What follows belongs to an exercise in optimizing a design on an open flow for small area; a production flow would make more cautious choices.
Only simulation tests tie the RTL to the original design; equivalence was not proved.
Power figures rest on the tool's default switching activity, not on a simulated workload.

--- flow/flow/run.sh ---
#!/bin/bash
# Layout flow: the standard flow (standard.sh, unchanged synthesis) with
# these layout choices changed:
#  - port buffers use the smallest buffer cell (sky130_fd_sc_hd__buf_1);
#  - clock tree synthesis inserts no dummy loads and clusters up to 28 sinks;
#  - after global routing, repair_timing downsizes gates that have slack
#    (ORFS RECOVER_POWER).
# All of make's output goes to flow_make.log in the work folder; ORFS keeps
# each tool's own log under orfs/logs/.
set -euo pipefail
export BUFFER_PORTS_ARGS="-buffer_cell sky130_fd_sc_hd__buf_1"
export RECOVER_POWER=100
export CTS_ARGS="-sink_clustering_enable -repair_clock_nets -sink_clustering_size 28 -sink_clustering_max_diameter 110 -dont_use_dummy_load"
bash standard.sh finish > flow_make.log 2>&1
--- flow/standard.sh ---
#!/bin/bash
# synth_recipe.tcl (not shown) runs the flow's synth.tcl, then flattens the netlist and writes it again
# the make line also repeats each setting of config.mk as NAME=value (left out here)
make -C /OpenROAD-flow-scripts/flow DESIGN_CONFIG=/design/flow/config.mk WORK_HOME=/design/flow/orfs CLKGATE_MAP_FILE= SYNTH_SCRIPT=/design/flow/synth_recipe.tcl "${@:-finish}"
--- flow/config.mk ---
export PLATFORM = sky130hd
export DESIGN_NAME = av2_rx_engine
export DESIGN_NICKNAME = av2_rx_engine
export VERILOG_FILES = /design/flow/design.v
export SDC_FILE = /design/flow/constraint.sdc
export NUM_CORES = 4
export LEC_CHECK = 0
export CAP_MARGIN = 20
export CORE_MARGIN = 2
export CORE_UTILIZATION = 65
export PLACE_DENSITY = 0.75
export SLEW_MARGIN = 20
export SYNTH_HIERARCHICAL = 1
--- flow/constraint.sdc ---
create_clock -name core_clock -period 10.0 [get_ports {clk}]
set_input_delay 2.0000 -clock core_clock [delete_from_list [all_inputs] [get_ports {clk}]]
set_output_delay 2.0000 -clock core_clock [all_outputs]
set_load 0.01 [all_outputs]
--- flow/design.v ---
module av2_rx_engine (
    input  wire       clk,
    input  wire       rst,           
    input  wire       rx_valid,      
    input  wire [7:0] rx_data,
    input  wire       rx_err,        
    input  wire [7:0] rd_addr,
    output reg  [7:0] rd_data,
    output reg        ev_commit,     
    output wire [2:0] ev_sub,
    output reg        ev_ready,      
    output reg        ev_error,      
    output wire [3:0] ev_err_code
);
    integer i;
    reg [5:0] cnt;
    reg       hbad;         
    reg [2:0] sub;          
    reg       lenok;        
    wire st_ovr = cnt[5] & cnt[0];
    wire st_err = cnt[5] & cnt[1];
    wire st_hold = st_ovr | st_err;
    wire is_eol  = (rx_data == 8'hFF);
    wire dbyte   = rx_valid & ~rx_err & ~is_eol;
    wire eol     = rx_valid & ~rx_err & is_eol;
    wire ws = (rx_data >= 8'h09 && rx_data <= 8'h0D) || rx_data == 8'h20;
    wire hdr_match = (cnt[2:0] == 3'd0 && rx_data == 8'h23) ||
                     (cnt[2:0] == 3'd1 && rx_data == 8'h41) ||
                     (cnt[2:0] == 3'd2 && rx_data == 8'h56) ||
                     (cnt[2:0] == 3'd3 && rx_data == 8'h32) ||
                     (cnt[2:0] == 3'd4 && rx_data == 8'h20);
    reg [2:0] code_sub;
    always @* begin
        case (rx_data)
            8'h69: code_sub = 3'd0;
            8'h6A: code_sub = 3'd1;
            8'h6B: code_sub = 3'd2;
            8'h6C: code_sub = 3'd3;
            8'h6D: code_sub = 3'd4;
            8'h6E: code_sub = 3'd5;
            default: code_sub = 3'd7;
        endcase
    end
    reg past_thr;
    always @* begin
        case (sub)
            3'd0: past_thr = (cnt >= 6'd10);
            3'd1: past_thr = (cnt >= 6'd18);
            3'd2: past_thr = (cnt >= 6'd27);
            3'd3: past_thr = (cnt >= 6'd7);
            3'd4: past_thr = (cnt >= 6'd8);
            default: past_thr = (cnt >= 6'd5);
        endcase
    end
    wire c_sys = (sub == 3'd0);
    wire c_inp = (sub == 3'd1);
    wire c_spk = (sub == 3'd2);
    wire c_grp = c_sys | (sub == 3'd3) | (sub == 3'd4);    
    wire hdr_ok = (cnt >= 6'd5) & ~hbad & ~st_hold;
    wire known  = (cnt >= 6'd6) & ~st_hold & (sub[2:1] != 2'b11);
    wire commit = eol & hdr_ok & known & lenok;
    wire err1   = eol & ~st_hold & ~hdr_ok;
    wire err6   = eol & hdr_ok & known & ~lenok;
    wire err7   = eol & st_ovr;
    reg [5:0] progress;
    reg [1:0] ev_e;         
    wire ready = &progress[4:0];
    assign ev_sub      = sub;
    assign ev_err_code = {1'b0, ev_e[1], ev_e[1] | ev_e[0], ~ev_e[1] | ev_e[0]};
    wire [5:0] prog_new = progress | (6'd1 << sub);
    always @(posedge clk) begin
        if (rst) begin
            cnt <= 6'd0;
        end else if (rx_err) begin
            cnt <= 6'd34;
        end else if (rx_valid) begin
            if (is_eol)
                cnt <= 6'd0;
            else if (!st_hold)
                cnt <= cnt + 6'd1;
        end
        if (dbyte) begin
            if (cnt[5:3] == 3'd0 && (cnt[2:0] <= 3'd4))
                hbad <= (hbad & (cnt[2:0] != 3'd0)) | ~hdr_match;
            if (cnt == 6'd5) begin
                sub   <= code_sub;
                lenok <= (rx_data == 8'h6E);
            end else if (!ws && past_thr) begin
                lenok <= 1'b1;
            end
        end
        ev_commit <= ~rst & commit;
        ev_error  <= ~rst & (rx_err | err1 | err6 | err7);
        ev_ready  <= ~rst & commit & ~ready & (&prog_new[4:0]);
        if (rx_err)     ev_e <= 2'd1;
        else if (err7)  ev_e <= 2'd3;
        else if (err6)  ev_e <= 2'd2;
        else            ev_e <= 2'd0;
        if (rst)
            progress <= 6'd0;
        else if (commit)
            progress <= prog_new;
    end
    reg [2:0] stg_s [0:3];
    reg [1:0] stg_c;
    reg [7:0] stg_d [0:7];
    reg [5:0] stg_l [0:7];
    wire [2:0] w_size;
    wire       w_nz;
    wire [5:0] w_l;
    av2_rx_wdec u_wdec (.b(rx_data), .lab_mode(c_inp), .size(w_size), .nz(w_nz), .l6(w_l));
    wire [3:0]  en_s;
    wire [1:0]  en_c;
    wire [7:0]  en_d, en_l;
    av2_rx_slot_en u_slot_en (.cnt(cnt), .wr(rx_valid), .c_grp(c_grp), .c_inp(c_inp),
        .en_s(en_s), .en_c(en_c), .en_d(en_d), .en_l(en_l));
    always @(posedge clk) begin
        for (i = 0; i < 4; i = i + 1)
            if (en_s[i]) stg_s[i] <= w_size;
        for (i = 0; i < 2; i = i + 1)
            if (en_c[i]) stg_c[i] <= w_nz;
        for (i = 0; i < 8; i = i + 1) begin
            if (en_d[i]) stg_d[i] <= rx_data;
            if (en_l[i]) stg_l[i] <= w_l;
        end
    end
    reg [7:0] sys_flags, sys_mode, sys_vol;
    reg [5:0] sys_decode;                       
    reg [4:0] inp_label [0:9];                  
    reg       inp_panorama;
    reg [7:0] inp_width, inp_depth;
    reg [2:0] spk_size [0:3];
    reg [1:0] spk_cfg;
    reg [7:0] spk_dist [0:7];
    reg [5:0] spk_level [0:7];                  
    reg [7:0] sw_major, sw_minor;
    reg [7:0] fw_major, fw_minor, fw_patch;
    function [4:0] lab5(input [7:0] b);
        lab5 = (b <= 8'd20) ? b[4:0] : 5'h1F;
    endfunction
    wire [7:0] s_mode_b = stg_d[1];
    wire [3:0] s_input  = (s_mode_b[3:0] >= 4'd1 && s_mode_b[3:0] <= 4'd11) ? s_mode_b[3:0] : 4'd0;
    wire [7:0] s_dec_b  = stg_d[3];
    wire [5:0] s_dec    = (s_dec_b <= 8'd23 || (s_dec_b >= 8'd48 && s_dec_b <= 8'd55)) ?
                          s_dec_b[5:0] : 6'h3F;
    wire cm_sys = commit & (sub == 3'd0);
    wire cm_inp = commit & (sub == 3'd1);
    wire cm_spk = commit & (sub == 3'd2);
    wire cm_swv = commit & (sub == 3'd3);
    wire cm_fwv = commit & (sub == 3'd4);
    always @(posedge clk) begin
        if (cm_sys) begin
            sys_flags  <= stg_d[0];
            sys_mode   <= {s_mode_b[7:4], s_input};
            sys_vol    <= stg_d[2];
            sys_decode <= s_dec;
        end
        if (cm_inp) begin
            for (i = 0; i < 8; i = i + 1)
                inp_label[i] <= stg_l[i][4:0];
            inp_label[8]  <= lab5(stg_d[2]);
            inp_label[9]  <= lab5(stg_d[3]);
            inp_panorama  <= (stg_d[4] != 8'd0);
            inp_width     <= stg_d[5];
            inp_depth     <= stg_d[6];
        end
        if (cm_spk) begin
            for (i = 0; i < 4; i = i + 1)
                spk_size[i] <= stg_s[i];
            spk_cfg <= stg_c;
            for (i = 0; i < 8; i = i + 1) begin
                spk_dist[i]  <= stg_d[i];
                spk_level[i] <= stg_l[i];
            end
        end
        if (cm_swv) begin
            sw_major <= stg_d[0];
            sw_minor <= stg_d[1];
        end
        if (cm_fwv) begin
            fw_major <= stg_d[0];
            fw_minor <= stg_d[1];
            fw_patch <= stg_d[2];
        end
    end
    wire        s_prog, s_dec_rst;
    wire [3:0]  s_sys;
    wire [12:0] s_inp;
    wire [4:0]  s_spk;
    wire [7:0]  s_dist, s_lvl;
    wire [1:0]  s_sw;
    wire [2:0]  s_fw;
    av2_rx_rd_dec u_rd_dec (
        .rd_addr(rd_addr), .progress(progress),
        .s_prog(s_prog), .s_dec_rst(s_dec_rst), .s_sys(s_sys), .s_inp(s_inp),
        .s_spk(s_spk), .s_dist(s_dist), .s_lvl(s_lvl), .s_sw(s_sw), .s_fw(s_fw));
    wire [7:0] rd_w;
    av2_rx_rd_mux u_rd_mux (
        .s_prog(s_prog), .s_dec_rst(s_dec_rst), .s_sys(s_sys), .s_inp(s_inp),
        .s_spk(s_spk), .s_dist(s_dist), .s_lvl(s_lvl), .s_sw(s_sw), .s_fw(s_fw),
        .ready(ready), .progress(progress),
        .sys_flags(sys_flags), .sys_mode(sys_mode), .sys_vol(sys_vol), .sys_decode(sys_decode),
        .inp_label({inp_label[9], inp_label[8], inp_label[7], inp_label[6], inp_label[5],
                    inp_label[4], inp_label[3], inp_label[2], inp_label[1], inp_label[0]}),
        .inp_panorama(inp_panorama), .inp_width(inp_width), .inp_depth(inp_depth),
        .spk_size({spk_size[3], spk_size[2], spk_size[1], spk_size[0]}), .spk_cfg(spk_cfg),
        .spk_dist({spk_dist[7], spk_dist[6], spk_dist[5], spk_dist[4],
                   spk_dist[3], spk_dist[2], spk_dist[1], spk_dist[0]}),
        .spk_level({spk_level[7], spk_level[6], spk_level[5], spk_level[4],
                    spk_level[3], spk_level[2], spk_level[1], spk_level[0]}),
        .sw_major(sw_major), .sw_minor(sw_minor),
        .fw_major(fw_major), .fw_minor(fw_minor), .fw_patch(fw_patch),
        .rd_data(rd_w));
    always @* rd_data = rd_w;
endmodule
module av2_rx_rd_dec (
    input  wire [7:0]  rd_addr,
    input  wire [5:0]  progress,
    output wire        s_prog,       
    output wire        s_dec_rst,    
    output wire [3:0]  s_sys,        
    output wire [12:0] s_inp,        
    output wire [4:0]  s_spk,        
    output wire [7:0]  s_dist,       
    output wire [7:0]  s_lvl,        
    output wire [1:0]  s_sw,         
    output wire [2:0]  s_fw          
);
    wire [15:0] l_n;
    wire [5:0]  g_n;    
    av2_rx_rd_pre u_pre (.rd_addr(rd_addr), .progress(progress), .l_n(l_n), .g_n(g_n),
                         .s_prog(s_prog), .s_dec_rst(s_dec_rst));
    av2_rx_nor2 u_s_sys_0 (.a(g_n[0]), .b(l_n[0]), .y(s_sys[0]));
    av2_rx_nor2 u_s_sys_1 (.a(g_n[0]), .b(l_n[1]), .y(s_sys[1]));
    av2_rx_nor2 u_s_sys_2 (.a(g_n[0]), .b(l_n[2]), .y(s_sys[2]));
    av2_rx_nor2 u_s_sys_3 (.a(g_n[0]), .b(l_n[3]), .y(s_sys[3]));
    av2_rx_nor2 u_s_inp_0 (.a(g_n[1]), .b(l_n[0]), .y(s_inp[0]));
    av2_rx_nor2 u_s_inp_1 (.a(g_n[1]), .b(l_n[1]), .y(s_inp[1]));
    av2_rx_nor2 u_s_inp_2 (.a(g_n[1]), .b(l_n[2]), .y(s_inp[2]));
    av2_rx_nor2 u_s_inp_3 (.a(g_n[1]), .b(l_n[3]), .y(s_inp[3]));
    av2_rx_nor2 u_s_inp_4 (.a(g_n[1]), .b(l_n[4]), .y(s_inp[4]));
    av2_rx_nor2 u_s_inp_5 (.a(g_n[1]), .b(l_n[5]), .y(s_inp[5]));
    av2_rx_nor2 u_s_inp_6 (.a(g_n[1]), .b(l_n[6]), .y(s_inp[6]));
    av2_rx_nor2 u_s_inp_7 (.a(g_n[1]), .b(l_n[7]), .y(s_inp[7]));
    av2_rx_nor2 u_s_inp_8 (.a(g_n[1]), .b(l_n[8]), .y(s_inp[8]));
    av2_rx_nor2 u_s_inp_9 (.a(g_n[1]), .b(l_n[9]), .y(s_inp[9]));
    av2_rx_nor2 u_s_inp_10 (.a(g_n[1]), .b(l_n[10]), .y(s_inp[10]));
    av2_rx_nor2 u_s_inp_11 (.a(g_n[1]), .b(l_n[11]), .y(s_inp[11]));
    av2_rx_nor2 u_s_inp_12 (.a(g_n[1]), .b(l_n[12]), .y(s_inp[12]));
    av2_rx_nor2 u_s_spk_0 (.a(g_n[2]), .b(l_n[0]), .y(s_spk[0]));
    av2_rx_nor2 u_s_spk_1 (.a(g_n[2]), .b(l_n[1]), .y(s_spk[1]));
    av2_rx_nor2 u_s_spk_2 (.a(g_n[2]), .b(l_n[2]), .y(s_spk[2]));
    av2_rx_nor2 u_s_spk_3 (.a(g_n[2]), .b(l_n[3]), .y(s_spk[3]));
    av2_rx_nor2 u_s_spk_4 (.a(g_n[2]), .b(l_n[4]), .y(s_spk[4]));
    av2_rx_nor2 u_s_dist_0 (.a(g_n[2]), .b(l_n[8]), .y(s_dist[0]));
    av2_rx_nor2 u_s_dist_1 (.a(g_n[2]), .b(l_n[9]), .y(s_dist[1]));
    av2_rx_nor2 u_s_dist_2 (.a(g_n[2]), .b(l_n[10]), .y(s_dist[2]));
    av2_rx_nor2 u_s_dist_3 (.a(g_n[2]), .b(l_n[11]), .y(s_dist[3]));
    av2_rx_nor2 u_s_dist_4 (.a(g_n[2]), .b(l_n[12]), .y(s_dist[4]));
    av2_rx_nor2 u_s_dist_5 (.a(g_n[2]), .b(l_n[13]), .y(s_dist[5]));
    av2_rx_nor2 u_s_dist_6 (.a(g_n[2]), .b(l_n[14]), .y(s_dist[6]));
    av2_rx_nor2 u_s_dist_7 (.a(g_n[2]), .b(l_n[15]), .y(s_dist[7]));
    av2_rx_nor2 u_s_lvl_0 (.a(g_n[3]), .b(l_n[0]), .y(s_lvl[0]));
    av2_rx_nor2 u_s_lvl_1 (.a(g_n[3]), .b(l_n[1]), .y(s_lvl[1]));
    av2_rx_nor2 u_s_lvl_2 (.a(g_n[3]), .b(l_n[2]), .y(s_lvl[2]));
    av2_rx_nor2 u_s_lvl_3 (.a(g_n[3]), .b(l_n[3]), .y(s_lvl[3]));
    av2_rx_nor2 u_s_lvl_4 (.a(g_n[3]), .b(l_n[4]), .y(s_lvl[4]));
    av2_rx_nor2 u_s_lvl_5 (.a(g_n[3]), .b(l_n[5]), .y(s_lvl[5]));
    av2_rx_nor2 u_s_lvl_6 (.a(g_n[3]), .b(l_n[6]), .y(s_lvl[6]));
    av2_rx_nor2 u_s_lvl_7 (.a(g_n[3]), .b(l_n[7]), .y(s_lvl[7]));
    av2_rx_nor2 u_s_sw_0 (.a(g_n[4]), .b(l_n[0]), .y(s_sw[0]));
    av2_rx_nor2 u_s_sw_1 (.a(g_n[4]), .b(l_n[1]), .y(s_sw[1]));
    av2_rx_nor2 u_s_fw_0 (.a(g_n[5]), .b(l_n[8]), .y(s_fw[0]));
    av2_rx_nor2 u_s_fw_1 (.a(g_n[5]), .b(l_n[9]), .y(s_fw[1]));
    av2_rx_nor2 u_s_fw_2 (.a(g_n[5]), .b(l_n[10]), .y(s_fw[2]));
endmodule
module av2_rx_rd_pre (
    input  wire [7:0]  rd_addr,
    input  wire [5:0]  progress,
    output wire [15:0] l_n,
    output wire [5:0]  g_n,
    output wire        s_prog,
    output wire        s_dec_rst
);
    wire [15:0] h = 16'd1 << rd_addr[7:4];
    assign l_n = ~(16'd1 << rd_addr[3:0]);
    assign g_n = ~{h[5] & progress[4], h[5] & progress[3], h[4] & progress[2],
                   h[3] & progress[2], h[2] & progress[1], h[1] & progress[0]};
    assign s_prog    = h[0] & ~l_n[0];
    assign s_dec_rst = h[1] & ~l_n[3] & ~progress[0];
endmodule
module av2_rx_rd_mux (
    input  wire        s_prog, s_dec_rst,
    input  wire [3:0]  s_sys,
    input  wire [12:0] s_inp,
    input  wire [4:0]  s_spk,
    input  wire [7:0]  s_dist, s_lvl,
    input  wire [1:0]  s_sw,
    input  wire [2:0]  s_fw,
    input  wire        ready,
    input  wire [5:0]  progress,
    input  wire [7:0]  sys_flags, sys_mode, sys_vol,
    input  wire [5:0]  sys_decode,
    input  wire [49:0] inp_label,
    input  wire        inp_panorama,
    input  wire [7:0]  inp_width, inp_depth,
    input  wire [11:0] spk_size,
    input  wire [1:0]  spk_cfg,
    input  wire [63:0] spk_dist,
    input  wire [47:0] spk_level,
    input  wire [7:0]  sw_major, sw_minor, fw_major, fw_minor, fw_patch,
    output wire [7:0]  rd_data
);
    wire n1;
    av2_rx_aoi222 u_n1 (.a0(s_inp[0]), .b0(inp_label[0]), .a1(s_inp[1]), .b1(inp_label[5]), .a2(s_inp[2]), .b2(inp_label[10]), .y(n1));
    wire n2;
    av2_rx_aoi222 u_n2 (.a0(s_inp[3]), .b0(inp_label[15]), .a1(s_inp[4]), .b1(inp_label[20]), .a2(s_inp[5]), .b2(inp_label[25]), .y(n2));
    wire n3;
    av2_rx_aoi222 u_n3 (.a0(s_inp[6]), .b0(inp_label[30]), .a1(s_inp[7]), .b1(inp_label[35]), .a2(s_inp[8]), .b2(inp_label[40]), .y(n3));
    wire n4;
    av2_rx_nand2 u_n4 (.a(s_inp[9]), .b(inp_label[45]), .y(n4));
    wire p5;
    av2_rx_nand4 u_p5 (.a(n1), .b(n2), .c(n3), .d(n4), .y(p5));
    wire o6 = p5;
    wire n7;
    av2_rx_aoi222 u_n7 (.a0(s_inp[0]), .b0(inp_label[1]), .a1(s_inp[1]), .b1(inp_label[6]), .a2(s_inp[2]), .b2(inp_label[11]), .y(n7));
    wire n8;
    av2_rx_aoi222 u_n8 (.a0(s_inp[3]), .b0(inp_label[16]), .a1(s_inp[4]), .b1(inp_label[21]), .a2(s_inp[5]), .b2(inp_label[26]), .y(n8));
    wire n9;
    av2_rx_aoi222 u_n9 (.a0(s_inp[6]), .b0(inp_label[31]), .a1(s_inp[7]), .b1(inp_label[36]), .a2(s_inp[8]), .b2(inp_label[41]), .y(n9));
    wire n10;
    av2_rx_nand2 u_n10 (.a(s_inp[9]), .b(inp_label[46]), .y(n10));
    wire p11;
    av2_rx_nand4 u_p11 (.a(n7), .b(n8), .c(n9), .d(n10), .y(p11));
    wire o12 = p11;
    wire n13;
    av2_rx_aoi222 u_n13 (.a0(s_inp[0]), .b0(inp_label[2]), .a1(s_inp[1]), .b1(inp_label[7]), .a2(s_inp[2]), .b2(inp_label[12]), .y(n13));
    wire n14;
    av2_rx_aoi222 u_n14 (.a0(s_inp[3]), .b0(inp_label[17]), .a1(s_inp[4]), .b1(inp_label[22]), .a2(s_inp[5]), .b2(inp_label[27]), .y(n14));
    wire n15;
    av2_rx_aoi222 u_n15 (.a0(s_inp[6]), .b0(inp_label[32]), .a1(s_inp[7]), .b1(inp_label[37]), .a2(s_inp[8]), .b2(inp_label[42]), .y(n15));
    wire n16;
    av2_rx_nand2 u_n16 (.a(s_inp[9]), .b(inp_label[47]), .y(n16));
    wire p17;
    av2_rx_nand4 u_p17 (.a(n13), .b(n14), .c(n15), .d(n16), .y(p17));
    wire o18 = p17;
    wire n19;
    av2_rx_aoi222 u_n19 (.a0(s_inp[0]), .b0(inp_label[3]), .a1(s_inp[1]), .b1(inp_label[8]), .a2(s_inp[2]), .b2(inp_label[13]), .y(n19));
    wire n20;
    av2_rx_aoi222 u_n20 (.a0(s_inp[3]), .b0(inp_label[18]), .a1(s_inp[4]), .b1(inp_label[23]), .a2(s_inp[5]), .b2(inp_label[28]), .y(n20));
    wire n21;
    av2_rx_aoi222 u_n21 (.a0(s_inp[6]), .b0(inp_label[33]), .a1(s_inp[7]), .b1(inp_label[38]), .a2(s_inp[8]), .b2(inp_label[43]), .y(n21));
    wire n22;
    av2_rx_nand2 u_n22 (.a(s_inp[9]), .b(inp_label[48]), .y(n22));
    wire p23;
    av2_rx_nand4 u_p23 (.a(n19), .b(n20), .c(n21), .d(n22), .y(p23));
    wire o24 = p23;
    wire n25;
    av2_rx_aoi222 u_n25 (.a0(s_inp[0]), .b0(inp_label[4]), .a1(s_inp[1]), .b1(inp_label[9]), .a2(s_inp[2]), .b2(inp_label[14]), .y(n25));
    wire n26;
    av2_rx_aoi222 u_n26 (.a0(s_inp[3]), .b0(inp_label[19]), .a1(s_inp[4]), .b1(inp_label[24]), .a2(s_inp[5]), .b2(inp_label[29]), .y(n26));
    wire n27;
    av2_rx_aoi222 u_n27 (.a0(s_inp[6]), .b0(inp_label[34]), .a1(s_inp[7]), .b1(inp_label[39]), .a2(s_inp[8]), .b2(inp_label[44]), .y(n27));
    wire n28;
    av2_rx_nand2 u_n28 (.a(s_inp[9]), .b(inp_label[49]), .y(n28));
    wire p29;
    av2_rx_nand4 u_p29 (.a(n25), .b(n26), .c(n27), .d(n28), .y(p29));
    wire o30 = p29;
    wire lab_ff = o6 & o12 & o18 & o24 & o30;
    wire n31;
    av2_rx_aoi222 u_n31 (.a0(s_lvl[0]), .b0(spk_level[0]), .a1(s_lvl[1]), .b1(spk_level[6]), .a2(s_lvl[2]), .b2(spk_level[12]), .y(n31));
    wire n32;
    av2_rx_aoi222 u_n32 (.a0(s_lvl[3]), .b0(spk_level[18]), .a1(s_lvl[4]), .b1(spk_level[24]), .a2(s_lvl[5]), .b2(spk_level[30]), .y(n32));
    wire n33;
    av2_rx_nand2 u_n33 (.a(s_lvl[6]), .b(spk_level[36]), .y(n33));
    wire n34;
    av2_rx_nand2 u_n34 (.a(s_lvl[7]), .b(spk_level[42]), .y(n34));
    wire p35;
    av2_rx_nand4 u_p35 (.a(n31), .b(n32), .c(n33), .d(n34), .y(p35));
    wire o36 = p35;
    wire n37;
    av2_rx_aoi222 u_n37 (.a0(s_lvl[0]), .b0(spk_level[1]), .a1(s_lvl[1]), .b1(spk_level[7]), .a2(s_lvl[2]), .b2(spk_level[13]), .y(n37));
    wire n38;
    av2_rx_aoi222 u_n38 (.a0(s_lvl[3]), .b0(spk_level[19]), .a1(s_lvl[4]), .b1(spk_level[25]), .a2(s_lvl[5]), .b2(spk_level[31]), .y(n38));
    wire n39;
    av2_rx_nand2 u_n39 (.a(s_lvl[6]), .b(spk_level[37]), .y(n39));
    wire n40;
    av2_rx_nand2 u_n40 (.a(s_lvl[7]), .b(spk_level[43]), .y(n40));
    wire p41;
    av2_rx_nand4 u_p41 (.a(n37), .b(n38), .c(n39), .d(n40), .y(p41));
    wire o42 = p41;
    wire n43;
    av2_rx_aoi222 u_n43 (.a0(s_lvl[0]), .b0(spk_level[2]), .a1(s_lvl[1]), .b1(spk_level[8]), .a2(s_lvl[2]), .b2(spk_level[14]), .y(n43));
    wire n44;
    av2_rx_aoi222 u_n44 (.a0(s_lvl[3]), .b0(spk_level[20]), .a1(s_lvl[4]), .b1(spk_level[26]), .a2(s_lvl[5]), .b2(spk_level[32]), .y(n44));
    wire n45;
    av2_rx_nand2 u_n45 (.a(s_lvl[6]), .b(spk_level[38]), .y(n45));
    wire n46;
    av2_rx_nand2 u_n46 (.a(s_lvl[7]), .b(spk_level[44]), .y(n46));
    wire p47;
    av2_rx_nand4 u_p47 (.a(n43), .b(n44), .c(n45), .d(n46), .y(p47));
    wire o48 = p47;
    wire n49;
    av2_rx_aoi222 u_n49 (.a0(s_lvl[0]), .b0(spk_level[3]), .a1(s_lvl[1]), .b1(spk_level[9]), .a2(s_lvl[2]), .b2(spk_level[15]), .y(n49));
    wire n50;
    av2_rx_aoi222 u_n50 (.a0(s_lvl[3]), .b0(spk_level[21]), .a1(s_lvl[4]), .b1(spk_level[27]), .a2(s_lvl[5]), .b2(spk_level[33]), .y(n50));
    wire n51;
    av2_rx_nand2 u_n51 (.a(s_lvl[6]), .b(spk_level[39]), .y(n51));
    wire n52;
    av2_rx_nand2 u_n52 (.a(s_lvl[7]), .b(spk_level[45]), .y(n52));
    wire p53;
    av2_rx_nand4 u_p53 (.a(n49), .b(n50), .c(n51), .d(n52), .y(p53));
    wire o54 = p53;
    wire n55;
    av2_rx_aoi222 u_n55 (.a0(s_lvl[0]), .b0(spk_level[4]), .a1(s_lvl[1]), .b1(spk_level[10]), .a2(s_lvl[2]), .b2(spk_level[16]), .y(n55));
    wire n56;
    av2_rx_aoi222 u_n56 (.a0(s_lvl[3]), .b0(spk_level[22]), .a1(s_lvl[4]), .b1(spk_level[28]), .a2(s_lvl[5]), .b2(spk_level[34]), .y(n56));
    wire n57;
    av2_rx_nand2 u_n57 (.a(s_lvl[6]), .b(spk_level[40]), .y(n57));
    wire n58;
    av2_rx_nand2 u_n58 (.a(s_lvl[7]), .b(spk_level[46]), .y(n58));
    wire p59;
    av2_rx_nand4 u_p59 (.a(n55), .b(n56), .c(n57), .d(n58), .y(p59));
    wire o60 = p59;
    wire n61;
    av2_rx_aoi222 u_n61 (.a0(s_lvl[0]), .b0(spk_level[5]), .a1(s_lvl[1]), .b1(spk_level[11]), .a2(s_lvl[2]), .b2(spk_level[17]), .y(n61));
    wire n62;
    av2_rx_aoi222 u_n62 (.a0(s_lvl[3]), .b0(spk_level[23]), .a1(s_lvl[4]), .b1(spk_level[29]), .a2(s_lvl[5]), .b2(spk_level[35]), .y(n62));
    wire n63;
    av2_rx_nand2 u_n63 (.a(s_lvl[6]), .b(spk_level[41]), .y(n63));
    wire n64;
    av2_rx_nand2 u_n64 (.a(s_lvl[7]), .b(spk_level[47]), .y(n64));
    wire p65;
    av2_rx_nand4 u_p65 (.a(n61), .b(n62), .c(n63), .d(n64), .y(p65));
    wire o66 = p65;
    wire dec_ff = &sys_decode;
    wire n67;
    av2_rx_aoi222 u_n67 (.a0(s_prog), .b0(progress[0]), .a1(s_sys[0]), .b1(sys_flags[0]), .a2(s_sys[1]), .b2(sys_mode[0]), .y(n67));
    wire n68;
    av2_rx_aoi222 u_n68 (.a0(s_sys[2]), .b0(sys_vol[0]), .a1(s_sys[3]), .b1(sys_decode[0]), .a2(s_inp[10]), .b2(inp_panorama), .y(n68));
    wire n69;
    av2_rx_aoi222 u_n69 (.a0(s_inp[11]), .b0(inp_width[0]), .a1(s_inp[12]), .b1(inp_depth[0]), .a2(s_spk[0]), .b2(spk_size[0]), .y(n69));
    wire n70;
    av2_rx_aoi222 u_n70 (.a0(s_spk[1]), .b0(spk_size[3]), .a1(s_spk[2]), .b1(spk_size[6]), .a2(s_spk[3]), .b2(spk_size[9]), .y(n70));
    wire n71;
    av2_rx_aoi222 u_n71 (.a0(s_spk[4]), .b0(spk_cfg[0]), .a1(s_dist[0]), .b1(spk_dist[0]), .a2(s_dist[1]), .b2(spk_dist[8]), .y(n71));
    wire n72;
    av2_rx_aoi222 u_n72 (.a0(s_dist[2]), .b0(spk_dist[16]), .a1(s_dist[3]), .b1(spk_dist[24]), .a2(s_dist[4]), .b2(spk_dist[32]), .y(n72));
    wire n73;
    av2_rx_aoi222 u_n73 (.a0(s_dist[5]), .b0(spk_dist[40]), .a1(s_dist[6]), .b1(spk_dist[48]), .a2(s_dist[7]), .b2(spk_dist[56]), .y(n73));
    wire n74;
    av2_rx_aoi222 u_n74 (.a0(s_sw[0]), .b0(sw_major[0]), .a1(s_sw[1]), .b1(sw_minor[0]), .a2(s_fw[0]), .b2(fw_major[0]), .y(n74));
    wire n75;
    av2_rx_nand2 u_n75 (.a(s_fw[1]), .b(fw_minor[0]), .y(n75));
    wire n76;
    av2_rx_nand2 u_n76 (.a(s_fw[2]), .b(fw_patch[0]), .y(n76));
    wire p77;
    av2_rx_nand4 u_p77 (.a(n67), .b(n68), .c(n69), .d(n70), .y(p77));
    wire p78;
    av2_rx_nand4 u_p78 (.a(n71), .b(n72), .c(n73), .d(n74), .y(p78));
    wire p79;
    av2_rx_nand2 u_p79 (.a(n75), .b(n76), .y(p79));
    wire o80 = s_dec_rst | o6 | o36 | p77 | p78 | p79;
    assign rd_data[0] = o80;
    wire n81;
    av2_rx_aoi222 u_n81 (.a0(s_prog), .b0(progress[1]), .a1(s_sys[0]), .b1(sys_flags[1]), .a2(s_sys[1]), .b2(sys_mode[1]), .y(n81));
    wire n82;
    av2_rx_aoi222 u_n82 (.a0(s_sys[2]), .b0(sys_vol[1]), .a1(s_sys[3]), .b1(sys_decode[1]), .a2(s_inp[11]), .b2(inp_width[1]), .y(n82));
    wire n83;
    av2_rx_aoi222 u_n83 (.a0(s_inp[12]), .b0(inp_depth[1]), .a1(s_spk[0]), .b1(spk_size[1]), .a2(s_spk[1]), .b2(spk_size[4]), .y(n83));
    wire n84;
    av2_rx_aoi222 u_n84 (.a0(s_spk[2]), .b0(spk_size[7]), .a1(s_spk[3]), .b1(spk_size[10]), .a2(s_spk[4]), .b2(spk_cfg[1]), .y(n84));
    wire n85;
    av2_rx_aoi222 u_n85 (.a0(s_dist[0]), .b0(spk_dist[1]), .a1(s_dist[1]), .b1(spk_dist[9]), .a2(s_dist[2]), .b2(spk_dist[17]), .y(n85));
    wire n86;
    av2_rx_aoi222 u_n86 (.a0(s_dist[3]), .b0(spk_dist[25]), .a1(s_dist[4]), .b1(spk_dist[33]), .a2(s_dist[5]), .b2(spk_dist[41]), .y(n86));
    wire n87;
    av2_rx_aoi222 u_n87 (.a0(s_dist[6]), .b0(spk_dist[49]), .a1(s_dist[7]), .b1(spk_dist[57]), .a2(s_sw[0]), .b2(sw_major[1]), .y(n87));
    wire n88;
    av2_rx_aoi222 u_n88 (.a0(s_sw[1]), .b0(sw_minor[1]), .a1(s_fw[0]), .b1(fw_major[1]), .a2(s_fw[1]), .b2(fw_minor[1]), .y(n88));
    wire n89;
    av2_rx_nand2 u_n89 (.a(s_fw[2]), .b(fw_patch[1]), .y(n89));
    wire p90;
    av2_rx_nand4 u_p90 (.a(n81), .b(n82), .c(n83), .d(n84), .y(p90));
    wire p91;
    av2_rx_nand4 u_p91 (.a(n85), .b(n86), .c(n87), .d(n88), .y(p91));
    wire o92 = s_dec_rst | o12 | o42 | p90 | p91 | ~n89;
    assign rd_data[1] = o92;
    wire n93;
    av2_rx_aoi222 u_n93 (.a0(s_prog), .b0(progress[2]), .a1(s_sys[0]), .b1(sys_flags[2]), .a2(s_sys[1]), .b2(sys_mode[2]), .y(n93));
    wire n94;
    av2_rx_aoi222 u_n94 (.a0(s_sys[2]), .b0(sys_vol[2]), .a1(s_sys[3]), .b1(sys_decode[2]), .a2(s_inp[11]), .b2(inp_width[2]), .y(n94));
    wire n95;
    av2_rx_aoi222 u_n95 (.a0(s_inp[12]), .b0(inp_depth[2]), .a1(s_spk[0]), .b1(spk_size[2]), .a2(s_spk[1]), .b2(spk_size[5]), .y(n95));
    wire n96;
    av2_rx_aoi222 u_n96 (.a0(s_spk[2]), .b0(spk_size[8]), .a1(s_spk[3]), .b1(spk_size[11]), .a2(s_dist[0]), .b2(spk_dist[2]), .y(n96));
    wire n97;
    av2_rx_aoi222 u_n97 (.a0(s_dist[1]), .b0(spk_dist[10]), .a1(s_dist[2]), .b1(spk_dist[18]), .a2(s_dist[3]), .b2(spk_dist[26]), .y(n97));
    wire n98;
    av2_rx_aoi222 u_n98 (.a0(s_dist[4]), .b0(spk_dist[34]), .a1(s_dist[5]), .b1(spk_dist[42]), .a2(s_dist[6]), .b2(spk_dist[50]), .y(n98));
    wire n99;
    av2_rx_aoi222 u_n99 (.a0(s_dist[7]), .b0(spk_dist[58]), .a1(s_sw[0]), .b1(sw_major[2]), .a2(s_sw[1]), .b2(sw_minor[2]), .y(n99));
    wire n100;
    av2_rx_aoi222 u_n100 (.a0(s_fw[0]), .b0(fw_major[2]), .a1(s_fw[1]), .b1(fw_minor[2]), .a2(s_fw[2]), .b2(fw_patch[2]), .y(n100));
    wire p101;
    av2_rx_nand4 u_p101 (.a(n93), .b(n94), .c(n95), .d(n96), .y(p101));
    wire p102;
    av2_rx_nand4 u_p102 (.a(n97), .b(n98), .c(n99), .d(n100), .y(p102));
    wire o103 = s_dec_rst | o18 | o48 | p101 | p102;
    assign rd_data[2] = o103;
    wire n104;
    av2_rx_aoi222 u_n104 (.a0(s_prog), .b0(progress[3]), .a1(s_sys[0]), .b1(sys_flags[3]), .a2(s_sys[1]), .b2(sys_mode[3]), .y(n104));
    wire n105;
    av2_rx_aoi222 u_n105 (.a0(s_sys[2]), .b0(sys_vol[3]), .a1(s_sys[3]), .b1(sys_decode[3]), .a2(s_inp[11]), .b2(inp_width[3]), .y(n105));
    wire n106;
    av2_rx_aoi222 u_n106 (.a0(s_inp[12]), .b0(inp_depth[3]), .a1(s_dist[0]), .b1(spk_dist[3]), .a2(s_dist[1]), .b2(spk_dist[11]), .y(n106));
    wire n107;
    av2_rx_aoi222 u_n107 (.a0(s_dist[2]), .b0(spk_dist[19]), .a1(s_dist[3]), .b1(spk_dist[27]), .a2(s_dist[4]), .b2(spk_dist[35]), .y(n107));
    wire n108;
    av2_rx_aoi222 u_n108 (.a0(s_dist[5]), .b0(spk_dist[43]), .a1(s_dist[6]), .b1(spk_dist[51]), .a2(s_dist[7]), .b2(spk_dist[59]), .y(n108));
    wire n109;
    av2_rx_aoi222 u_n109 (.a0(s_sw[0]), .b0(sw_major[3]), .a1(s_sw[1]), .b1(sw_minor[3]), .a2(s_fw[0]), .b2(fw_major[3]), .y(n109));
    wire n110;
    av2_rx_nand2 u_n110 (.a(s_fw[1]), .b(fw_minor[3]), .y(n110));
    wire n111;
    av2_rx_nand2 u_n111 (.a(s_fw[2]), .b(fw_patch[3]), .y(n111));
    wire p112;
    av2_rx_nand4 u_p112 (.a(n104), .b(n105), .c(n106), .d(n107), .y(p112));
    wire p113;
    av2_rx_nand4 u_p113 (.a(n108), .b(n109), .c(n110), .d(n111), .y(p113));
    wire o114 = s_dec_rst | o24 | o54 | p112 | p113;
    assign rd_data[3] = o114;
    wire n115;
    av2_rx_aoi222 u_n115 (.a0(s_prog), .b0(progress[4]), .a1(s_sys[0]), .b1(sys_flags[4]), .a2(s_sys[1]), .b2(sys_mode[4]), .y(n115));
    wire n116;
    av2_rx_aoi222 u_n116 (.a0(s_sys[2]), .b0(sys_vol[4]), .a1(s_sys[3]), .b1(sys_decode[4]), .a2(s_inp[11]), .b2(inp_width[4]), .y(n116));
    wire n117;
    av2_rx_aoi222 u_n117 (.a0(s_inp[12]), .b0(inp_depth[4]), .a1(s_dist[0]), .b1(spk_dist[4]), .a2(s_dist[1]), .b2(spk_dist[12]), .y(n117));
    wire n118;
    av2_rx_aoi222 u_n118 (.a0(s_dist[2]), .b0(spk_dist[20]), .a1(s_dist[3]), .b1(spk_dist[28]), .a2(s_dist[4]), .b2(spk_dist[36]), .y(n118));
    wire n119;
    av2_rx_aoi222 u_n119 (.a0(s_dist[5]), .b0(spk_dist[44]), .a1(s_dist[6]), .b1(spk_dist[52]), .a2(s_dist[7]), .b2(spk_dist[60]), .y(n119));
    wire n120;
    av2_rx_aoi222 u_n120 (.a0(s_sw[0]), .b0(sw_major[4]), .a1(s_sw[1]), .b1(sw_minor[4]), .a2(s_fw[0]), .b2(fw_major[4]), .y(n120));
    wire n121;
    av2_rx_nand2 u_n121 (.a(s_fw[1]), .b(fw_minor[4]), .y(n121));
    wire n122;
    av2_rx_nand2 u_n122 (.a(s_fw[2]), .b(fw_patch[4]), .y(n122));
    wire p123;
    av2_rx_nand4 u_p123 (.a(n115), .b(n116), .c(n117), .d(n118), .y(p123));
    wire p124;
    av2_rx_nand4 u_p124 (.a(n119), .b(n120), .c(n121), .d(n122), .y(p124));
    wire o125 = s_dec_rst | o30 | o60 | p123 | p124;
    assign rd_data[4] = o125;
    wire n126;
    av2_rx_aoi222 u_n126 (.a0(s_prog), .b0(progress[5]), .a1(s_sys[0]), .b1(sys_flags[5]), .a2(s_sys[1]), .b2(sys_mode[5]), .y(n126));
    wire n127;
    av2_rx_aoi222 u_n127 (.a0(s_sys[2]), .b0(sys_vol[5]), .a1(s_sys[3]), .b1(sys_decode[5]), .a2(s_inp[11]), .b2(inp_width[5]), .y(n127));
    wire n128;
    av2_rx_aoi222 u_n128 (.a0(s_inp[12]), .b0(inp_depth[5]), .a1(s_dist[0]), .b1(spk_dist[5]), .a2(s_dist[1]), .b2(spk_dist[13]), .y(n128));
    wire n129;
    av2_rx_aoi222 u_n129 (.a0(s_dist[2]), .b0(spk_dist[21]), .a1(s_dist[3]), .b1(spk_dist[29]), .a2(s_dist[4]), .b2(spk_dist[37]), .y(n129));
    wire n130;
    av2_rx_aoi222 u_n130 (.a0(s_dist[5]), .b0(spk_dist[45]), .a1(s_dist[6]), .b1(spk_dist[53]), .a2(s_dist[7]), .b2(spk_dist[61]), .y(n130));
    wire n131;
    av2_rx_aoi222 u_n131 (.a0(s_sw[0]), .b0(sw_major[5]), .a1(s_sw[1]), .b1(sw_minor[5]), .a2(s_fw[0]), .b2(fw_major[5]), .y(n131));
    wire n132;
    av2_rx_nand2 u_n132 (.a(s_fw[1]), .b(fw_minor[5]), .y(n132));
    wire n133;
    av2_rx_nand2 u_n133 (.a(s_fw[2]), .b(fw_patch[5]), .y(n133));
    wire p134;
    av2_rx_nand4 u_p134 (.a(n126), .b(n127), .c(n128), .d(n129), .y(p134));
    wire p135;
    av2_rx_nand4 u_p135 (.a(n130), .b(n131), .c(n132), .d(n133), .y(p135));
    wire o136 = s_dec_rst | lab_ff | o66 | p134 | p135;
    assign rd_data[5] = o136;
    wire n137;
    av2_rx_aoi222 u_n137 (.a0(s_sys[0]), .b0(sys_flags[6]), .a1(s_sys[1]), .b1(sys_mode[6]), .a2(s_sys[2]), .b2(sys_vol[6]), .y(n137));
    wire n138;
    av2_rx_aoi222 u_n138 (.a0(s_sys[3]), .b0(dec_ff), .a1(s_inp[11]), .b1(inp_width[6]), .a2(s_inp[12]), .b2(inp_depth[6]), .y(n138));
    wire n139;
    av2_rx_aoi222 u_n139 (.a0(s_dist[0]), .b0(spk_dist[6]), .a1(s_dist[1]), .b1(spk_dist[14]), .a2(s_dist[2]), .b2(spk_dist[22]), .y(n139));
    wire n140;
    av2_rx_aoi222 u_n140 (.a0(s_dist[3]), .b0(spk_dist[30]), .a1(s_dist[4]), .b1(spk_dist[38]), .a2(s_dist[5]), .b2(spk_dist[46]), .y(n140));
    wire n141;
    av2_rx_aoi222 u_n141 (.a0(s_dist[6]), .b0(spk_dist[54]), .a1(s_dist[7]), .b1(spk_dist[62]), .a2(s_sw[0]), .b2(sw_major[6]), .y(n141));
    wire n142;
    av2_rx_aoi222 u_n142 (.a0(s_sw[1]), .b0(sw_minor[6]), .a1(s_fw[0]), .b1(fw_major[6]), .a2(s_fw[1]), .b2(fw_minor[6]), .y(n142));
    wire n143;
    av2_rx_nand2 u_n143 (.a(s_fw[2]), .b(fw_patch[6]), .y(n143));
    wire p144;
    av2_rx_nand4 u_p144 (.a(n137), .b(n138), .c(n139), .d(n140), .y(p144));
    wire p145;
    av2_rx_nand3 u_p145 (.a(n141), .b(n142), .c(n143), .y(p145));
    wire o146 = s_dec_rst | lab_ff | o66 | p144 | p145;
    assign rd_data[6] = o146;
    wire n147;
    av2_rx_aoi222 u_n147 (.a0(s_prog), .b0(ready), .a1(s_sys[0]), .b1(sys_flags[7]), .a2(s_sys[1]), .b2(sys_mode[7]), .y(n147));
    wire n148;
    av2_rx_aoi222 u_n148 (.a0(s_sys[2]), .b0(sys_vol[7]), .a1(s_sys[3]), .b1(dec_ff), .a2(s_inp[11]), .b2(inp_width[7]), .y(n148));
    wire n149;
    av2_rx_aoi222 u_n149 (.a0(s_inp[12]), .b0(inp_depth[7]), .a1(s_dist[0]), .b1(spk_dist[7]), .a2(s_dist[1]), .b2(spk_dist[15]), .y(n149));
    wire n150;
    av2_rx_aoi222 u_n150 (.a0(s_dist[2]), .b0(spk_dist[23]), .a1(s_dist[3]), .b1(spk_dist[31]), .a2(s_dist[4]), .b2(spk_dist[39]), .y(n150));
    wire n151;
    av2_rx_aoi222 u_n151 (.a0(s_dist[5]), .b0(spk_dist[47]), .a1(s_dist[6]), .b1(spk_dist[55]), .a2(s_dist[7]), .b2(spk_dist[63]), .y(n151));
    wire n152;
    av2_rx_aoi222 u_n152 (.a0(s_sw[0]), .b0(sw_major[7]), .a1(s_sw[1]), .b1(sw_minor[7]), .a2(s_fw[0]), .b2(fw_major[7]), .y(n152));
    wire n153;
    av2_rx_nand2 u_n153 (.a(s_fw[1]), .b(fw_minor[7]), .y(n153));
    wire n154;
    av2_rx_nand2 u_n154 (.a(s_fw[2]), .b(fw_patch[7]), .y(n154));
    wire p155;
    av2_rx_nand4 u_p155 (.a(n147), .b(n148), .c(n149), .d(n150), .y(p155));
    wire p156;
    av2_rx_nand4 u_p156 (.a(n151), .b(n152), .c(n153), .d(n154), .y(p156));
    wire o157 = s_dec_rst | lab_ff | o66 | p155 | p156;
    assign rd_data[7] = o157;
endmodule
module av2_rx_aoi222 (input wire a0, b0, a1, b1, a2, b2, output wire y);
    assign y = ~((a0 & b0) | (a1 & b1) | (a2 & b2));
endmodule
module av2_rx_nand2 (input wire a, b, output wire y);
    assign y = ~(a & b);
endmodule
module av2_rx_nand3 (input wire a, b, c, output wire y);
    assign y = ~(a & b & c);
endmodule
module av2_rx_nand4 (input wire a, b, c, d, output wire y);
    assign y = ~(a & b & c & d);
endmodule
module av2_rx_nor2 (input wire a, b, output wire y);
    assign y = ~(a | b);
endmodule
module av2_rx_wdec (
    input  wire [7:0] b,
    input  wire       lab_mode,    
    output wire [2:0] size,        
    output wire       nz,          
    output wire [5:0] l6           
);
    wire [4:0] label = (b <= 8'd20) ? b[4:0] : 5'h1F;
    wire [7:0] lraw  = (b > 8'd60) ? 8'd60 : b;
    wire [7:0] lvl   = lraw - 8'd30;
    assign size = (b >= 8'd1 && b <= 8'd4) ? b[2:0] : 3'd0;
    assign nz   = (b != 8'd0);
    assign l6   = lab_mode ? {1'b0, label} : lvl[5:0];
endmodule
module av2_rx_slot_en (
    input  wire [5:0] cnt,
    input  wire       wr,
    input  wire       c_grp,
    input  wire       c_inp,
    output reg  [3:0] en_s,
    output reg  [1:0] en_c,
    output reg  [7:0] en_d,
    output reg  [7:0] en_l
);
    integer i;
    always @* begin
        for (i = 0; i < 4; i = i + 1) en_s[i] = wr & (cnt == 6 + i);
        en_c[0] = wr & (cnt == 6'd10);
        en_c[1] = wr & (cnt == 6'd11);
        en_d[0] = wr & ((cnt == 6'd6)  | ((cnt == 6'd12) & ~c_grp));
        en_d[1] = wr & ((cnt == 6'd7)  | ((cnt == 6'd13) & ~c_grp));
        en_d[2] = wr & ((cnt == 6'd8)  | ((cnt == 6'd14) & ~c_grp));
        en_d[3] = wr & ((cnt == 6'd10) | ((cnt == 6'd15) & ~c_grp));
        for (i = 4; i < 8; i = i + 1) en_d[i] = wr & (cnt == 12 + i);
        for (i = 0; i < 8; i = i + 1) en_l[i] = wr & ((cnt == 6 + i) | ((cnt == 20 + i) & ~c_inp));
    end
endmodule
==> notes.md, run 1 <==
Run status
The run finished, with violations left. The checks that failed: capacitance limit, slew limit.

Timing
Setup repair after global routing left no endpoint under its margin. For the pin with the worst max-slew slack, the measured transition is 4.155 ns. The number of failing hold endpoints at the final stage is 0.

Setup violations remaining at the end of the flow were counted as 0. Static timing analysis puts the maximum clock frequency at ~130 MHz. In this run the tightest slew margin relative to its limit is -177.0%.

The setup clock skew after layout is between 0.02 and 0.03 ns. The share of the cycle needed by the critical path after routing is between 70% and 80%. The time the final worst path needs with I/O delays and setup is 7.771 ns.

Adding up every negative setup slack in the final design gives 0 ns. The count of final max-slew check failures is 171.

Clock network
The clock edge transition at the registers on the reported setup and hold paths is around 0.11 ns. Once the clock tree was built, the setup fixing pass inserted 0 buffers. The clock reaches the later pin of the worst-skew pair after 0.52 ns. The number of hold buffers added after CTS was 0.

TritonCTS built the clock tree. The deepest level of the CTS H-tree is 1. The TritonCTS buffer count is 18. The post-cts gate resize count is 0.

The clock root buffer is clkbuf_16. Counting every sink on the clock net gives 411. Counting along the longest clock path gives a buffer depth of 3.

Synth
The share of flip-flops with an asynchronous set or reset is 0%. The total of warnings raised by yosys is 15. The synthesized area per cell is 16.42 um2. Synthesis produced a netlist with a net count of 973. Summing the sequential cell areas from Yosys gives 78.21% of the chip area. The synthesized area is 15560 um2. The number of register bits inferred by synthesis is 411. The number of library cell types mapped by synthesis is 74.

The most used flip-flop cell after synthesis is edfxtp_1. The number of enable flip-flop cells after synthesis is 394. The number of cells produced by synthesis is 948.

Hold path
The min-delay analysis places its worst path in the category reg2reg.

Cells and area
In the layout the commonest cells are edfxtp_1 (394), nor2_1 (82), nand2_1 (81), a222oi_1 (81), nand4_1 (35). The layout overhead on the synthesized area is 5.556%. With fillers left out, the area of the finished cells amounts to 16430 um2. The library cell used most frequently in the layout, excluding fill and tap cells, is edfxtp_1. The final-stage net count is about 1000.

The post-route netlist has 5.444% of its cells at a drive strength greater than 1.

Global route
The number of global-route vias before repair was 8822. The overall global routing resource usage is 30.72%. The wire length of the first global-routing pass is 56550 um.

The initial antenna violation count is 4. The largest net degree at the start of global routing is 71. Summed over all layers, the global routing overflow is 0.

Setup path
Among cell families on the critical path, the largest total delay comes from buffers and inverters. The endpoint required time on the critical path is 10.04 ns. The largest fanout on the critical path is 67.

The cell occurring most often along the worst timing path is clkbuf_1. Walking the worst path, the cells encountered are buf_1 > clkbuf_1 > nand2_1 > nor3_1 > and2b_1 > nand4_1 > nor2_4 > clkbuf_1. The setup path with the least slack is of type in2reg. STA puts the critical path data arrival time at 7.81 ns. The number of buffers and inverters on the critical path is 3. The largest single stage delay on the critical path is 2.93 ns.

The kind of capture point of the worst setup path is a flop. The element type at the critical path start is an input pin. The master of the slowest instance on the critical path is clkbuf_1.

Die
The number of placement rows is 56. The die is 158.7 um tall. The area of the core is ~23000 um2. The die footprint is 25200 um2. The number of I/O pins is 38.

The die is 158.7 um wide. The initial core utilization is 66.30%.

Power
VDD sags by at most 0.1133 mV. Net switching is 18.75% of the power. The cell leakage power is 4.812 nW. Summed over all nets, the switching power comes to 0.0005079 W.

Combinational logic is responsible for ~2.0% of the overall power. The clock share of power is 29.1%. The internal portion of the total power is between 0.002 and 0.0025 W. The power per standard cell area is ~160 nW/um2.

Sequential cells burn 68.9% of the power.

Routing
The post-detailed-routing wire length is 38780 um. The remaining routing DRC violations is 0. For this run, the detailed router's first-pass iteration total came to 10. Using the TritonRoute via totals, the vias-per-cell ratio works out to about 7. In the final routed layout, each cell accounts on average for 29.53 um. For this block, the initial DRC count from the detailed router was 1654.

The count of nets left with antenna violations once routing finished came out at 0. For this block, the via count after detailed routing is approximately 9300.

Placed design
The congestion estimate from routability-driven global placement came to 0.9365. Once detailed placement completed, the half-perimeter wirelength came to between 20000 and 30000 um. Port buffering added 36 buffers. The post-detailed-placement cell area is 16090 um2.

Job
The reported max-cap violation count is 6.
-- cells in the mapped netlist (all sizes together), types with 8 or more instances --
| library cell | n | area, um2 |
|---|---|---|
| dfxtp | 17 | 340.3 |
| buf | 22 | 150.1 |
| o21ai | 15 | 78.83 |
| nor2 | 86 | 325.3 |
| nand4 | 35 | 219.0 |
| a21oi | 10 | 53.80 |
| nor4 | 13 | 108.9 |
| edfxtp | 394 | 11830 |
| nand2 | 81 | 304.0 |
| nor2b | 8 | 50.05 |
| nand3 | 23 | 120.1 |
| nor3 | 26 | 135.1 |
| a222oi | 81 | 810.8 |
| inv | 16 | 60.06 |
| or2 | 15 | 93.84 |
-- cell type report --
cell class | instances | area [um2]
antenna | 2 | 5.005
multi-input combinational | 494 | 3131
timing repair buffer | 52 | 206.4
inverter | 17 | 63.81
sequential | 411 | 12170
tap | 319 | 399.1
clock buffer | 18 | 450.4
fill | 1591 | 7046
-- worst paths after layout --
path | from | endpoint | slack (ns) | depth (start not counted)
worst min-delay path | stg_s[3][1] | spk_size[3][1] | 0.40 | 0
worst max register to register | cnt[1] | inp_width[1] | 4.32 | 8
worst min register to register | stg_s[3][1] | spk_size[3][1] | 0.40 | 0
worst max-delay path | rx_data[1] | inp_width[1] | 2.23 | 8
-- power by group through the flow --
stage,clock network (W),logic [W],registers (W)
4_1_cts,0.000800,0.0000549,0.00187
2_1_floorplan,0,0.0000308,0.00190
5_1_grt,0.000855,0.0000586,0.00187
3_3_place_gp,0,0.0000537,0.00191
3_5_place_dp,0,0.0000550,0.00191
6_report,0.000790,0.0000537,0.00187
-- flip-flops by register name (all words and copies together), names as in the netlist, 3 cells and up --
register and flops:
sys_vol 8, inp_width 8, sw_major 8, fw_patch 8, stg_s 12, fw_major 8
sw_minor 8, progress 6, sys_flags 8, sys_decode 6, spk_level 48, inp_label 50
sys_mode 8, stg_l 48, spk_dist 64, sub 3, stg_d 64, fw_minor 8
spk_size 12, inp_depth 8, cnt 6
-- Yosys stat by module (local to each module, per instance), excerpt --
module / times used / flops+latches / cells inside
av2_rx_slot_en: 1 / 0 / 51
av2_rx_wdec: 1 / 0 / 39
av2_rx_rd_mux: 1 / 0 / 34
av2_rx_nand4: 26 / 0 / 1
av2_rx_nand3: 1 / 0 / 1
av2_rx_nand2: 30 / 0 / 1
-- kinds of logic after synthesis --
kind of cell	after synthesis	share of synthesized area [%]
XOR/XNOR	4	0.2252
AND/OR/NAND/NOR	334	11.29
buffers and inverters	43	1.479
adder cells (fa/ha/maj)	5	0.4020
AO/OA/AOI/OAI	149	8.297
other	1	0.02410
flip-flops	411	78.21
multiplexers	1	0.07235
-- through the flow --
| stage | setup slack, ns | std cells | power [W] | utilization [%] | hold WS [ns] |
|---|---|---|---|---|---|
| floorplan | 1.248 | 948 | 0.001935 | - | 0.4003 |
| global placement | 3.357 | 1293 | 0.001959 | 68.54 | 0.4002 |
| detailed placement | 3.338 | 1293 | 0.001961 | 68.54 | 0.4045 |
| CTS | 3.319 | 1311 | 0.002721 | 70.46 | 0.3957 |
| global route | 1.720 | 1312 | 0.002781 | 69.97 | 0.4095 |
| finish | 2.229 | 1313 | 0.002710 | 69.98 | 0.3981 |
-- routing by layer --
layer	vias up	track usage [%]	wire length (um)	share of wire [%]
met5	-	0	20	0.052
li1	3958	-	-	-
met4	4	10.18	1421	3.7
met2	746	47.36	17700	46
met1	4507	42.95	13910	36
met3	99	8.804	5733	15
==> run 2: changes to the inputs <==
==> flow/flow/run.sh (replaced) <==
#!/bin/bash
# Layout flow: the standard flow (standard.sh, unchanged synthesis) with
# these layout choices changed:
#  - port buffers use the smallest buffer cell (sky130_fd_sc_hd__buf_1);
#  - clock tree synthesis inserts no dummy loads and clusters up to 28 sinks;
# All of make's output goes to flow_make.log in the work folder; ORFS keeps
# each tool's own log under orfs/logs/.
set -euo pipefail
export BUFFER_PORTS_ARGS="-buffer_cell sky130_fd_sc_hd__buf_1"
export CTS_ARGS="-sink_clustering_enable -repair_clock_nets -sink_clustering_size 28 -sink_clustering_max_diameter 110 -dont_use_dummy_load"
bash standard.sh finish > flow_make.log 2>&1
==> notes.md, run 2 <==
Run status
The flow ran to the end and the layout has no timing, DRC or antenna violations.

Setup path
The critical path arrival is a little under 5 ns. In this run the worst path has a maximum fanout of 13. The kind of capture point of the worst setup path is an output port. The endpoint required time on the critical path is 8.00 ns.

The critical path is of the in2out type. The worst setup path is launched from an input pin.

Synth
The netlist uses 74 different library cells. The number of register bits inferred by synthesis is 411. After synthesis, the largest area contributor takes up 76.03% of total cell area. When the netlist entered floorplanning its net count stood at 973. Summing the sequential cell areas from Yosys gives 78.21% of the chip area. Yosys instantiated no cell more often than edfxtp_1. Summing every instance area after synthesis gives 15560 um2. The number of cells produced by synthesis is 948. During synthesis, Yosys emitted a total of 15 warnings. In the synthesized netlist the async set-or-reset flop fraction comes to 0%.

By area the synthesized netlist is led by edfxtp_1 (76%), a222oi_1 (5.2%), dfxtp_1 (2.2%). The biggest area consumer among synthesized cells is edfxtp_1. The average instance in the mapped netlist occupies 16.42 um2.

The most frequently used flop master after synthesis is edfxtp_1. In this run, synthesis inferred 394 flip-flops with an integrated enable. By count the netlist is led by edfxtp_1 (394), nor2_1 (85), a222oi_1 (81), nand2_1 (81), nand4_1 (35).

Timing
Across all setup checks in the final design, the least slack found is a little over 3 ns. The number of failing hold endpoints at the final stage is 0. The count of final max-slew check failures is 0. Timing would allow up to 143.8 MHz. The share of the cycle needed by the critical path after routing is 69.52%. The transition time at the pin with the least slew margin is 1.196 ns. The time the final worst path needs with I/O delays and setup is 6.952 ns.

Setup repair after global routing left no endpoint under its margin. After routing, the total negative slack on setup checks comes to 0 ns. The number of setup violations in the final report is 0. The setup clock skew after layout is 0.02965 ns.

The worst slew margin relative to its limit is 19.97%.

Cells and area
The footprint of the flip-flops and latches is between 10000 and 15000 um2. The library cells used most frequently in the layout, excluding fill and tap cells, are edfxtp_1 (394), nor2_1 (82), nand2_1 (81), a222oi_1 (81). The post-route netlist has 8.165% of its cells at a drive strength greater than 1. Compared with the post-synthesis result, the final layout area differs by 6.336%. Excluding fillers, the count of instances in the completed layout stands at 1313. In the final layout, the registers with the most flip-flops are spk_dist x64, stg_d x64, inp_label x50. After routing the design area is 16550 um2. At the end of the flow, the number of nets in the layout was ~1000. The combined area of the multi-input logic cells is 3202 um2.

The final-layout fill cell count is around 1600. The most common cell after layout, fill and taps aside is edfxtp_1.

Global route
Summed over all layers, the global routing overflow is 0. For this run, the total global-route usage over all layers was measured as a little under a third. The number of global-route vias before repair is 8822.

The initial antenna violation count came to 4. The wire length of the first global-routing pass is 56550 um. The largest net degree at the start of global routing is 71.

Power
For this design the static power due to leakage is 4.874 nW. For this design the ratio of total power to cell area is 164.1 nW/um2. Across the VDD grid, the largest voltage drop is 0.1135 mV.

The total chip power is approximately 0.0027 W.

Clock network
Clock tree synthesis found a total of around 410 sinks. The TritonCTS buffer count is 18. The tree is rooted in a clkbuf_16.

The clock edge transition at the registers on the reported setup and hold paths is around 0.09 ns. The clock network latency to the later pin of the worst-skew pair is around 0.52 ns. The maximum count of clock buffers along a single path is 3. The post-cts gate resize count is 0. Buffers added to address setup during post-CTS repair amount to 0.

The clock tree from TritonCTS is yes. After clock tree synthesis, the flow added hold-fix buffers numbering 0. In this run the number of H-tree levels came out at 1.

Hold path
The type of the worst min-delay path is reg2reg.

Placed design
The quantity of I/O buffers inserted on ports is 36. The post-detailed-placement cell area is 16090 um2. At the placement stage, the worst setup path has a slack of 3.338 ns.

The HPWL after detailed placement is 26400 um. The global placement routability congestion is 0.9365. The number of instances in the placed design is 1293.

Routing
In this run the remaining antenna-violating nets after routing total 0. The mean number of vias per cell is 7.072. In this run, the number of DRC markers left after iteration 0 of detailed routing was approximately 1700.

The final layout contains routed wiring with a total length of 38800 um. For this block, the via count after detailed routing is 9286. The number of search-and-repair iterations in the first detailed-routing pass is 9.

Dividing the detail-routed wire length by the instance count gives 29.55 um. For this run, design rule violations remaining after detail routing come to 0.

Job
The reported max-cap violation count is 0.

Die
The floorplan has 56 rows. The die footprint is 25200 um2. For this configuration, the core starts out at a cell density of 66.30%. The die is between 150 and 200 um wide. The core region is around 23000 um2. The number of I/O pins is 38.

The die outline height is between 150 and 200 um.
[run 2: critical path, cell delays in order]
cell	delay [ns]
buf_1	0.11
nor2_1	0.23
nand4b_1	0.49
nor2_1	1.06
a222oi_1	0.47
nand4_1	0.25
nor4_2	0.06
nand3b_1	0.12
buf_1	0.15
[run 2: power breakdown]
group          switching [W]   total, W  internal [W]
Sequential        0.00000411    0.00187       0.00186
Combinational      0.0000407  0.0000565     0.0000158
Clock               0.000468   0.000794      0.000325
Total               0.000513    0.00272       0.00220
[run 2: stage by stage]
stage	util [%]	hold slack (ns)
floorplan	-	0.4003
global route	70.49	0.4095
CTS	70.46	0.3957
detailed placement	68.54	0.4045
global placement	68.54	0.4002
finish	70.50	0.3965
[run 2: path summary, 6_finish.rpt]
path	startpoint	to	slack, ns	cells after the start
worst max-delay path	rd_addr[6]	rd_data[1]	3.05	9
worst min-delay path	stg_s[3][2]	spk_size[3][2]	0.40	0
worst max register to register	cnt[1]	spk_level[1][1]	5.82	9
worst min register to register	stg_s[3][2]	spk_size[3][2]	0.40	0
[run 2: modules after synthesis (local to each module, per instance), a selection]
module          cells inside  cell area (um2)  flip-flops and latches
av2_rx_rd_mux             34            200.2                       0
av2_rx_nand4               1            6.256                       0
av2_rx_slot_en            51            305.3                       0
av2_rx_aoi222              1            10.01                       0
av2_rx_wdec               39            246.5                       0
av2_rx_engine            608            13350                     411
av2_rx_rd_pre             35            212.7                       0
av2_rx_nand3               1            5.005                       0
av2_rx_nor2                1            3.754                       0
av2_rx_nand2               1            3.754                       0
[run 2: cell families (layout without fill, tap and decap cells)]
logic type	Yosys count	count (layout)	synth area share, %
buffers and inverters	43	87	1.479
AO/OA/AOI/OAI	149	149	8.297
XOR/XNOR	4	4	0.2252
flip-flops	411	411	78.21
multiplexers	1	1	0.07235
adder cells (fa/ha/maj)	5	5	0.4020
AND/OR/NAND/NOR	334	334	11.29
other	1	3	0.02410
[run 2: per-layer routing]
layer	track usage [%]	up-vias	wire length, um
met5	0	-	20
met4	10.18	4	1429
met3	8.804	92	5592
met2	47.36	685	17600
met1	42.95	4550	14160
li1	-	3955	-
[run 2: area by class of cell]
type,count,area share [%]
Sequential cell,411,73.55
Multi-Input combinational cell,494,19.35
Clock buffer,18,2.722
Tap cell,319,2.412
Timing Repair Buffer,52,1.550
Inverter,17,0.3856
Antenna cell,2,0.03024
==> run 3: changes to the inputs <==
--- a/flow/config.mk
+++ b/flow/config.mk
@@ -7,7 +7,7 @@
 export LEC_CHECK = 0
 export CAP_MARGIN = 20
 export CORE_MARGIN = 2
-export CORE_UTILIZATION = 65
-export PLACE_DENSITY = 0.75
+export CORE_UTILIZATION = 72
+export PLACE_DENSITY = 0.82
 export SLEW_MARGIN = 20
 export SYNTH_HIERARCHICAL = 1
==> notes.md, run 3 <==
Timing
The number of failing hold endpoints at the final stage is 0. For the final database, setup skew stands at 0.02371 ns. Headroom to the max-slew limit came out at between 20% and 30%. Setup repair after global routing left no endpoint under its margin. The number of setup violations in the final report is 0. At the pin with the least slew margin, the transition time is 1.100 ns.

Based on the critical path, the design can be clocked at up to 149.0 MHz. The final total negative setup slack is 0 ns. The time the final worst path needs with I/O delays and setup is between 6 and 7 ns.

Routing
The mean number of vias per cell is 7.665. The number of search-and-repair iterations in the first detailed-routing pass is 11. In the routed design, unresolved DRC markers number 0. Summing over every cut layer, the via total after detailed routing is between 9000 and 10000.

Cells and area
For this run, the post-layout net count is 1019. The proportion of layout cells with a drive suffix above 1 is 8.266%. The post-route standard cell area excluding fillers is roughly 17000 um2.

The final cell count without fillers is roughly 1300. The combined area of the multi-input logic cells is 3217 um2. The largest registers in the layout are spk_dist x64, stg_d x64, inp_label x50.

Synth
The dominant cell by count in the synthesized netlist is edfxtp_1. The number of cells produced by synthesis is 948. The share of synthesized area occupied by flip-flops and latches is 78.21%. For this run, the number of Yosys warnings is 15. The most used flip-flop cell after synthesis is edfxtp_1.

Synthesis inferred about 410 register bits. edfxtp_1 takes more of the synthesized area than any other cell. Counting every net in the synthesized netlist gives 973.

Clock network
Counting along the longest clock path gives a buffer depth of 3. The TritonCTS sink count is approximately 400. The TritonCTS buffer count is 18. After clock tree synthesis, the clock-pin slew on the worst setup and hold paths is around 0.090 ns. Post-CTS timing repair inserted 0 buffers for setup.

Die
The die is approximately 150 um wide. The die footprint is 22810 um2. The initialized floorplan defines 53 standard-cell rows.

Power
Dividing total power by cell area gives a power density of between 150 and 200 nW/um2. In this run the static leakage power is a little under 5 nW. IR analysis of the VDD net gives a maximum drop of 0.1857 mV.

Setup path
At the worst endpoint, the arrival time is 4.71 ns. The endpoint required time on the critical path is 8.00 ns. The worst setup path is launched from an input pin.

Job
The reported max-cap violation count is 0.

Global route
The initial antenna violation count came to 1. The number of global-route vias before repair is 8986. The first global-routing pass estimated 58730 um of wire. Entering global routing, the biggest net connects ~70 pins.

Hold path
The type of the worst min-delay path is reg2reg.

Placed design
The quantity of I/O buffers inserted on ports is 36.

Run status
The run finished with no timing, DRC or antenna violations.
==> run 3: cell counts after synthesis <==
Identical to the previous run, type by type.
==> run 3: final cells by class <==
type	count	share of cell area (%)
Inverter	17	0.3862
Clock buffer	18	2.726
Tap cell	275	2.083
Timing Repair Buffer	52	1.666
Sequential cell	411	73.67
Multi-Input combinational cell	494	19.47
==> run 3: where the power goes <==
part,switching [W],leakage [nW],internal (W)
sequential,0.00000545,3.65,0.00186
combinational,0.0000388,1.01,0.0000158
clock,0.000472,0.222,0.000326
total,0.000516,4.88,0.00220
==> run 3: worst paths after layout <==
check         startpoint             end  cells after the start
max           rd_addr[6]      rd_data[5]                      9
min          stg_d[7][7]  spk_dist[7][7]                      0
max reg2reg       cnt[0]  spk_size[0][2]                      8
min reg2reg  stg_d[7][7]  spk_dist[7][7]                      0
==> run 3: kinds of logic after synthesis <==
kind of cell / synth area share, %
fa+ha+maj: 0.4020
xor+xnor: 0.2252
compound gates: 8.297
other cells: 0.02410
simple gates: 11.29
flops: 78.21
mux: 0.07235
buf+inv: 1.479
==> run 3: per-module statistics from Yosys, one instance, submodules excluded, a selection <==
| module | flip-flops and latches | cells |
|---|---|---|
| av2_rx_nand2 | 0 | 1 |
| av2_rx_engine | 411 | 608 |
| av2_rx_nor2 | 0 | 1 |
| av2_rx_rd_mux | 0 | 34 |
| av2_rx_aoi222 | 0 | 1 |
| av2_rx_rd_pre | 0 | 35 |
| av2_rx_nand4 | 0 | 1 |
| av2_rx_wdec | 0 | 39 |
| av2_rx_slot_en | 0 | 51 |
| av2_rx_nand3 | 0 | 1 |
==> run 3: per-stage QoR <==
| stage | utilization [%] | power (W) | hold slack, ns |
|---|---|---|---|
| finish | 78.35 | 0.002720 | 0.4085 |
| global route | 78.35 | 0.002779 | 0.4193 |
| CTS | 78.16 | 0.002720 | 0.4108 |
| detailed placement | 76.02 | 0.001959 | 0.4045 |
| global placement | 76.02 | 0.001958 | 0.4006 |
| floorplan | - | 0.001935 | 0.4003 |
==> run 3: critical path, stage by stage <==
cell and delay, ns:
buf_1 0.11, nor2_1 0.24, nand4b_1 0.53, nor2_1 0.98, a222oi_1 0.30, nand4_1 0.17
nor4_1 0.07, o21ai_1 0.13, buf_1 0.18
==> run 3: layer usage <==
metal  global-route usage, %  up-vias  wire, um
met3                   10.66      143      6898
met1                   53.66     4601     13750
li1                        -     3951         -
met4                   11.82        2      1690
met2                   54.16     1014     17890
met5                       0        -         8

## static timing again, ports no longer ideal
In the flow no input, the clock included, has a driving cell. The finished layouts below were timed again as built, in two steps. Step 1 assumes that a clkbuf_16 drives the clock port and a buf_2 every other input. Step 2, shift: input delay + t, output delay - t, t = (earliest + latest rising clock arrival at the registers) / 2. This alone moves slack from input paths to output paths. Slacks: no drivers / after step 1 / after step 2; pairs: no drivers / after step 1.
run	t, ns	setup WS [ns]
run 1	0.556	2.229 / 2.258 / 1.701
run 2	0.558	3.048 / 2.987 / 2.987
run 3	0.567	3.287 / 3.264 / 3.264
